Context: an optimization exercise on an open-source flow, tuned for small area. The choices shown serve that exercise and are no tape-out recipe. Function was checked by simulation only, so behaviour that the tests miss may differ from the original.

==> flow/design.v <==
module datc_gain (
    input  wire        clk,
    input  wire        rst,
    input  wire        ctl_valid,
    input  wire        ctl_vol,        
    input  wire [1:0]  ctl_ch,         
    input  wire [15:0] ctl_arg,
    input  wire        blk_valid,
    output wire        blk_ready,
    input  wire [4:0]  blk_cnt,        
    input  wire [2:0]  blk_fmt,        
    input  wire        in_valid,
    output wire        in_ready,
    input  wire [63:0] in_data,        
    output wire        out_valid,
    input  wire        out_ready,
    output wire [31:0] out_data,
    output wire        out_last
);
    function [25:0] radd25;
        input [24:0] a, b;
        input        ci;
        integer      k;
        reg          cy;
        begin
            cy = ci;
            for (k = 0; k < 25; k = k + 1) begin
                radd25[k] = a[k] ^ b[k] ^ cy;
                cy = (a[k] & b[k]) | (a[k] & cy) | (b[k] & cy);
            end
            radd25[25] = cy;
        end
    endfunction
    reg        mute [0:2];
    reg [15:0] nv   [0:2];
    integer    n;
    wire [25:0] nv_neg = radd25({9'd0, ~ctl_arg}, 25'd0, 1'b1);
    wire [15:0] nv_wr = ctl_arg[15] ? nv_neg[15:0] : 16'd0;    
    always @(posedge clk) begin
        if (rst) begin
            for (n = 0; n < 3; n = n + 1) begin
                mute[n] <= 1'b0;
                nv[n]   <= 16'd0;
            end
        end else if (ctl_valid && ctl_ch != 2'd3) begin
            if (ctl_vol)
                nv[ctl_ch] <= nv_wr;
            else
                mute[ctl_ch] <= ctl_arg[0];
        end
    end
    wire [25:0] m0   = radd25({9'd0, nv[2]}, {9'd0, nv[0]}, 1'b0);
    wire [25:0] m1   = radd25({9'd0, nv[2]}, {9'd0, nv[1]}, 1'b0);
    wire        sil0 = mute[2] | mute[0] | m0[16] | m0[15];
    wire        sil1 = mute[2] | mute[1] | m1[16] | m1[15];
    localparam S_IDLE = 3'd0, S_DB = 3'd1, S_DT = 3'd2, S_WDIV = 3'd3,
               S_FR = 3'd4, S_PAD = 3'd5, S_END = 3'd6;
    reg [2:0]  state;
    reg        ch;                 
    reg [3:0]  i;                  
    reg [1:0]  j;                  
    reg [29:0] M;                  
    reg        sil1q;              
    reg [4:0]  cnt;
    reg [2:0]  fmt;
    reg [30:0] A;                  
    reg [31:0] P;                  
    reg [24:0] G0, G1;             
    reg [24:0] Q0;                 
    reg [3:0]  R0, R1;             
    reg [3:0]  F0, F1;             
    reg [4:0]  dcnt;               
    reg        outv, sgnq;
    wire [30:0] rom2c =
        (i == 4'd0) ? 31'd2146518090 :
        (i == 4'd1) ? 31'd2145552968 :
        (i == 4'd2) ? 31'd2143624024 :
        (i == 4'd3) ? 31'd2139771336 :
        (i == 4'd4) ? 31'd2132086722 :
        (i == 4'd5) ? 31'd2116800188 :
        (i == 4'd6) ? 31'd2086555138 :
        (i == 4'd7) ? 31'd2027355294 :
        (i == 4'd8) ? 31'd1913946816 :
        (i == 4'd9) ? 31'd1705806896 :
        (i == 4'd10) ? 31'd1354970580 :
        (i == 4'd11) ? 31'd854928638 :
        (i == 4'd12) ? 31'd340353222 :
        (i == 4'd13) ? 31'd53942350 :
                       31'd1354970;
    wire [31:0] a2 = {A, 1'b0};
    wire [7:0]  a_chunk = (j == 2'd0) ? a2[7:0]   : (j == 2'd1) ? a2[15:8] :
                          (j == 2'd2) ? a2[23:16] : a2[31:24];
    wire [31:0] cont = (ch & fmt[0]) ? in_data[63:32] : in_data[31:0];
    wire        lj   = fmt[1] & fmt[2];
    wire [1:0]  sb   = j + {1'b0, lj};
    wire [7:0]  byte_sel = (sb == 2'd0) ? cont[7:0]   : (sb == 2'd1) ? cont[15:8] :
                           (sb == 2'd2) ? cont[23:16] : cont[31:24];
    wire        sgn  = !fmt[1] ? cont[15] : fmt[2] ? cont[31] : cont[23];
    wire [7:0]  s_chunk = byte_sel ^ {8{sgn}};    
    wire [1:0]  lastj = fmt[1] ? 2'd2 : 2'd1;
    wire st_db = (state == S_DB);
    wire st_dt = (state == S_DT);
    wire st_fr = (state == S_FR);
    reg  [7:0]  chunk;
    reg  [30:0] X;
    reg  [39:0] Pin;
    always @(*) begin
        chunk = 8'd0;
        X     = rom2c;
        Pin   = 40'd0;
        if (st_db) begin
            chunk = a_chunk;
            Pin   = (j == 2'd0) ? 40'd0 : {{8{P[31]}}, P};
        end else if (st_dt) begin
            chunk = 8'd4;
            X     = {A[30:6], 6'h3F};
            Pin   = ~{7'd0, G0, 8'd0};             
        end else if (st_fr) begin
            chunk = s_chunk;
            X     = {6'd0, G0};
            Pin   = (j == 2'd0) ? (sgn ? {{16{~G0[24]}}, G0[23:0]} : 40'd0)
                                : {{8{P[31]}}, P};
        end
    end
    reg  [39:0] cs_s, cs_c, cs_p, cs_ns, cs_nc;
    integer     r;
    always @(*) begin
        cs_s = Pin;
        cs_c = 40'd0;
        for (r = 0; r < 8; r = r + 1) begin
            cs_p  = ({9'd0, X} & {40{chunk[r]}}) << r;
            cs_ns = cs_s ^ cs_c ^ cs_p;
            cs_nc = ((cs_s & cs_c) | (cs_s & cs_p) | (cs_c & cs_p)) << 1;
            cs_s  = cs_ns;
            cs_c  = cs_nc;
        end
    end
    wire [39:0] S  = cs_s + cs_c;
    wire [31:0] Sh = S[39:8];
    reg bad;
    always @(*) begin
        case (cnt)
            5'd3, 5'd5, 5'd7, 5'd9, 5'd11, 5'd13, 5'd15:
                     bad = (R0 != 4'd0);
            5'd6:    bad = (R0 != 4'd0) && (R0 != 4'd3);
            5'd10:   bad = (R0 != 4'd0) && (R0 != 4'd5);
            5'd12:   bad = (R0 != 4'd0) && (R0 != 4'd3) && (R0 != 4'd6) && (R0 != 4'd9);
            5'd14:   bad = (R0 != 4'd0) && (R0 != 4'd7);
            default: bad = 1'b0;
        endcase
    end
    wire       mb    = ~Q0[24] & bad;
    wire [3:0] cm1   = cnt[3:0] - 4'd1;
    wire       last_fr = ({1'b0, i} + 5'd1 == cnt);
    wire [3:0] F_eff = (i == 4'd0) ? (mb ? cm1 : 4'd0) : F0;
    wire [4:0] fsum  = {1'b0, F_eff} + {1'b0, R0};
    wire [4:0] dt     = st_fr ? fsum : {R0, Q0[24]};
    wire [5:0] dsub   = {1'b0, dt} - {1'b0, cnt};
    wire       dge    = ~dsub[5];
    wire [3:0] dsel   = dge ? dsub[3:0] : dt[3:0];
    wire [3:0] F_nxt  = dsel;
    wire       rc     = dge ^ (mb & ((i == 4'd0) | last_fr));
    wire       dq     = dge;
    wire [3:0] dR     = dsel;
    reg         rc_q;
    always @(posedge clk) rc_q <= rc;
    wire [25:0] G_sum = radd25(G0, Q0, rc_q);
    wire [24:0] G_nxt = G_sum[24:0];
    wire go      = ~outv | out_ready;
    wire fr_adv  = st_fr & go & in_valid;
    wire fr_done = fr_adv & (j == lastj);
    assign blk_ready = (state == S_IDLE);
    assign in_ready  = st_fr & go & (j == lastj) & ch;
    assign out_valid = outv;
    assign out_last  = (state == S_END);    
    wire [23:0] y    = P[23:0] ^ {24{sgnq}};
    assign out_data  = {y[23:8], fmt[1] ? y[7:0] : 8'd0, 8'd0};
    always @(posedge clk) begin
        if (dcnt != 5'd0) begin
            Q0   <= {Q0[23:0], dq};
            R0   <= dR;
            dcnt <= dcnt - 5'd1;
        end
        if (rst) begin
            state <= S_IDLE;
            G0    <= 25'd16777216;
            G1    <= 25'd16777216;
            dcnt  <= 5'd0;
            outv  <= 1'b0;
        end else begin
            if (outv & out_ready)
                outv <= 1'b0;
            case (state)
            S_IDLE: if (blk_valid) begin
                cnt <= blk_cnt;
                fmt <= blk_fmt;
                M   <= {m1[14:0], m0[14:0]};
                sil1q <= sil1;
                A   <= {~sil0, 30'd0};           
                ch  <= 1'b0;
                i   <= 4'd0;
                j   <= 2'd0;
                state <= (blk_cnt == 5'd0) ? S_PAD : S_DB;
            end
            S_DB: begin
                if (M[0]) begin
                    P <= Sh;
                    j <= j + 2'd1;
                    if (j == 2'd3)
                        A <= Sh[30:0];
                end
                if (!M[0] || j == 2'd3) begin
                    M <= {1'b0, M[29:1]};
                    i <= i + 4'd1;
                    if (i == 4'd14)
                        state <= S_DT;
                end
            end
            S_DT: begin
                if (!ch) begin
                    Q0    <= Sh[24:0];
                    R0    <= Sh[31] ? cm1 : 4'd0;    
                    dcnt  <= 5'd25;
                    G0    <= G1;
                    G1    <= G0;
                    A     <= {~sil1q, 30'd0};
                    i     <= 4'd0;
                    j     <= 2'd0;
                    ch    <= 1'b1;
                    state <= S_DB;
                end else if (dcnt == 5'd0) begin
                    A     <= {6'd0, Q0};
                    Q0    <= Sh[24:0];
                    R0    <= Sh[31] ? cm1 : 4'd0;    
                    dcnt  <= 5'd25;
                    R1    <= R0;
                    G0    <= G1;
                    G1    <= G0;
                    state <= S_WDIV;
                end
            end
            S_WDIV: if (dcnt == 5'd0) begin
                Q0    <= A[24:0];
                A     <= {6'd0, Q0};
                R0    <= R1;
                R1    <= R0;
                ch    <= 1'b0;
                i     <= 4'd0;
                j     <= 2'd0;
                state <= S_FR;
            end
            S_FR: if (fr_adv) begin
                P <= Sh;
                if (j == lastj) begin
                    outv  <= 1'b1;
                    sgnq  <= sgn;
                    G1    <= G_nxt;
                    G0    <= G1;
                    Q0    <= A[24:0];
                    A     <= {6'd0, Q0};
                    R0    <= R1;
                    R1    <= R0;
                    F1    <= F_nxt;
                    F0    <= F1;
                    ch    <= ~ch;
                    j     <= 2'd0;
                    if (ch) begin
                        i <= i + 4'd1;
                        if (last_fr)
                            state <= cnt[4] ? S_END : S_PAD;
                    end
                end else begin
                    j <= j + 2'd1;
                end
            end
            S_PAD: if (go) begin
                P     <= Sh;                     
                sgnq  <= 1'b0;
                outv  <= 1'b1;
                {i, ch} <= {i, ch} + 5'd1;
                if ({i, ch} == 5'd31)
                    state <= S_END;
            end
            S_END: if (go)
                state <= S_IDLE;
            default: state <= S_IDLE;
            endcase
        end
    end
endmodule
clock: 12.5 ns
lec_check: 0
cap_margin: 20
core_margin: 2
core_utilization: 40
slew_margin: 20
standard.sh (not shown) runs the stock make flow with config.mk's settings and CLKGATE_MAP_FILE= SYNTH_SCRIPT=/design/flow/synth_recipe.tcl, a recipe that flattens the netlist after the stock synthesis.
==> flow/flow/run.sh <==
#!/bin/bash
# The standard layout (bash standard.sh, which also runs the standard
# synthesis unchanged), with two placement/CTS choices made here:
#  - port buffers use the smallest buffer cell (every port still gets one);
#  - the clock tree is built from clkbuf_2/clkbuf_4 without dummy loads.
# make's full output goes to standard.log in the work folder; ORFS keeps
# each tool's own log under orfs/logs/.
set -euo pipefail
export BUFFER_PORTS_ARGS="-buffer_cell sky130_fd_sc_hd__buf_1"
export CTS_ARGS="-sink_clustering_enable -repair_clock_nets -dont_use_dummy_load -buf_list {sky130_fd_sc_hd__clkbuf_2 sky130_fd_sc_hd__clkbuf_4} -root_buf sky130_fd_sc_hd__clkbuf_4"
bash standard.sh > standard.log 2>&1
Then changed:
Settings changed: CORE_UTILIZATION 40 to 60, GPL_TIMING_DRIVEN from default to 0.
Outcome: Final cell count goes down by about 4%; worst setup slack is worse by 0.23 ns; utilization goes up by 22 points; wire length goes up by 9.3%; final area goes down by about 0.55%; synthesized cell count is unchanged.
Then changed:
==> flow/flow/run.sh (replaced) <==
#!/bin/bash
# The standard layout (bash standard.sh, which also runs the standard
# synthesis unchanged), with two placement/CTS choices made here:
#  - port buffers use the smallest buffer cell (every port still gets one);
#  - the clock tree is built from clkbuf_4/clkbuf_8 in clusters of up to 20
#    flip-flops, without dummy loads.
# make's full output goes to standard.log in the work folder; ORFS keeps
# each tool's own log under orfs/logs/.
set -euo pipefail
export BUFFER_PORTS_ARGS="-buffer_cell sky130_fd_sc_hd__buf_1"
export CTS_ARGS="-sink_clustering_enable -repair_clock_nets -dont_use_dummy_load -buf_list {sky130_fd_sc_hd__clkbuf_4 sky130_fd_sc_hd__clkbuf_8} -root_buf sky130_fd_sc_hd__clkbuf_4 -sink_clustering_size 20 -sink_clustering_max_diameter 50"
bash standard.sh > standard.log 2>&1
Settings changed: CAP_MARGIN 20 to 10, CORE_UTILIZATION 60 to 40, GPL_TIMING_DRIVEN 0 to default, SLEW_MARGIN 20 to 10.
The new run produced a clean layout.
Via count came out lower by a little under a tenth.
Hold slack improves by 0.0037 ns.
Design area stays flat.
Setup slack gets better by 0.23 ns.
Die area grows by well over a third.
Clock skew hardly moves.
Cell count climbs by a few percent.
Utilization goes down by 22 points.
Then changed:
Settings changed: CAP_MARGIN 10 to 20, SLEW_MARGIN 10 to 20.
Final area is about the same.
Clock skew is about the same.
Utilization hardly moves.
Non-clock buffer count went up by 1.
Flip-flop and latch count is unchanged.
First-iteration DRC count came out higher by 2.1%.
Clock-buffer cell count is unchanged.

port drivers added, routing unchanged:
In the flow no input, the clock included, has a driving cell. The finished layouts below were timed again as built, in two steps. Step 1 (the two cells are an assumption about what drives the block):
set clk [get_ports {clk}]
set_driving_cell -lib_cell sky130_fd_sc_hd__clkbuf_16 $clk
set_driving_cell -lib_cell sky130_fd_sc_hd__buf_2 [delete_from_list [all_inputs] $clk]
Step 2, shift: input delay + t, output delay - t, t = (earliest + latest rising clock arrival at the registers) / 2. This alone moves slack from input paths to output paths. Three values: ideal, step 1, step 2; two values: the first two.
run	t (ns)	setup WS [ns]	worst setup path at the end	latest minus earliest clock arrival (ns)
the first run	0.827	1.643 / 1.643 / 1.228	input to register	0.089 / 0.089
the second run	0.748	1.411 / 1.434 / 0.686	input to register	0.082 / 0.082
the third run	0.776	1.645 / 1.645 / 1.174	input to register	0.081 / 0.082
the fourth run	0.785	1.612 / 1.612 / 1.238	input to register	0.084 / 0.084
After both steps every run listed still meets setup and hold. The setup slack of the second run, which loses most, moves by +0.023 ns with the drivers and by -0.725 ns with both steps.
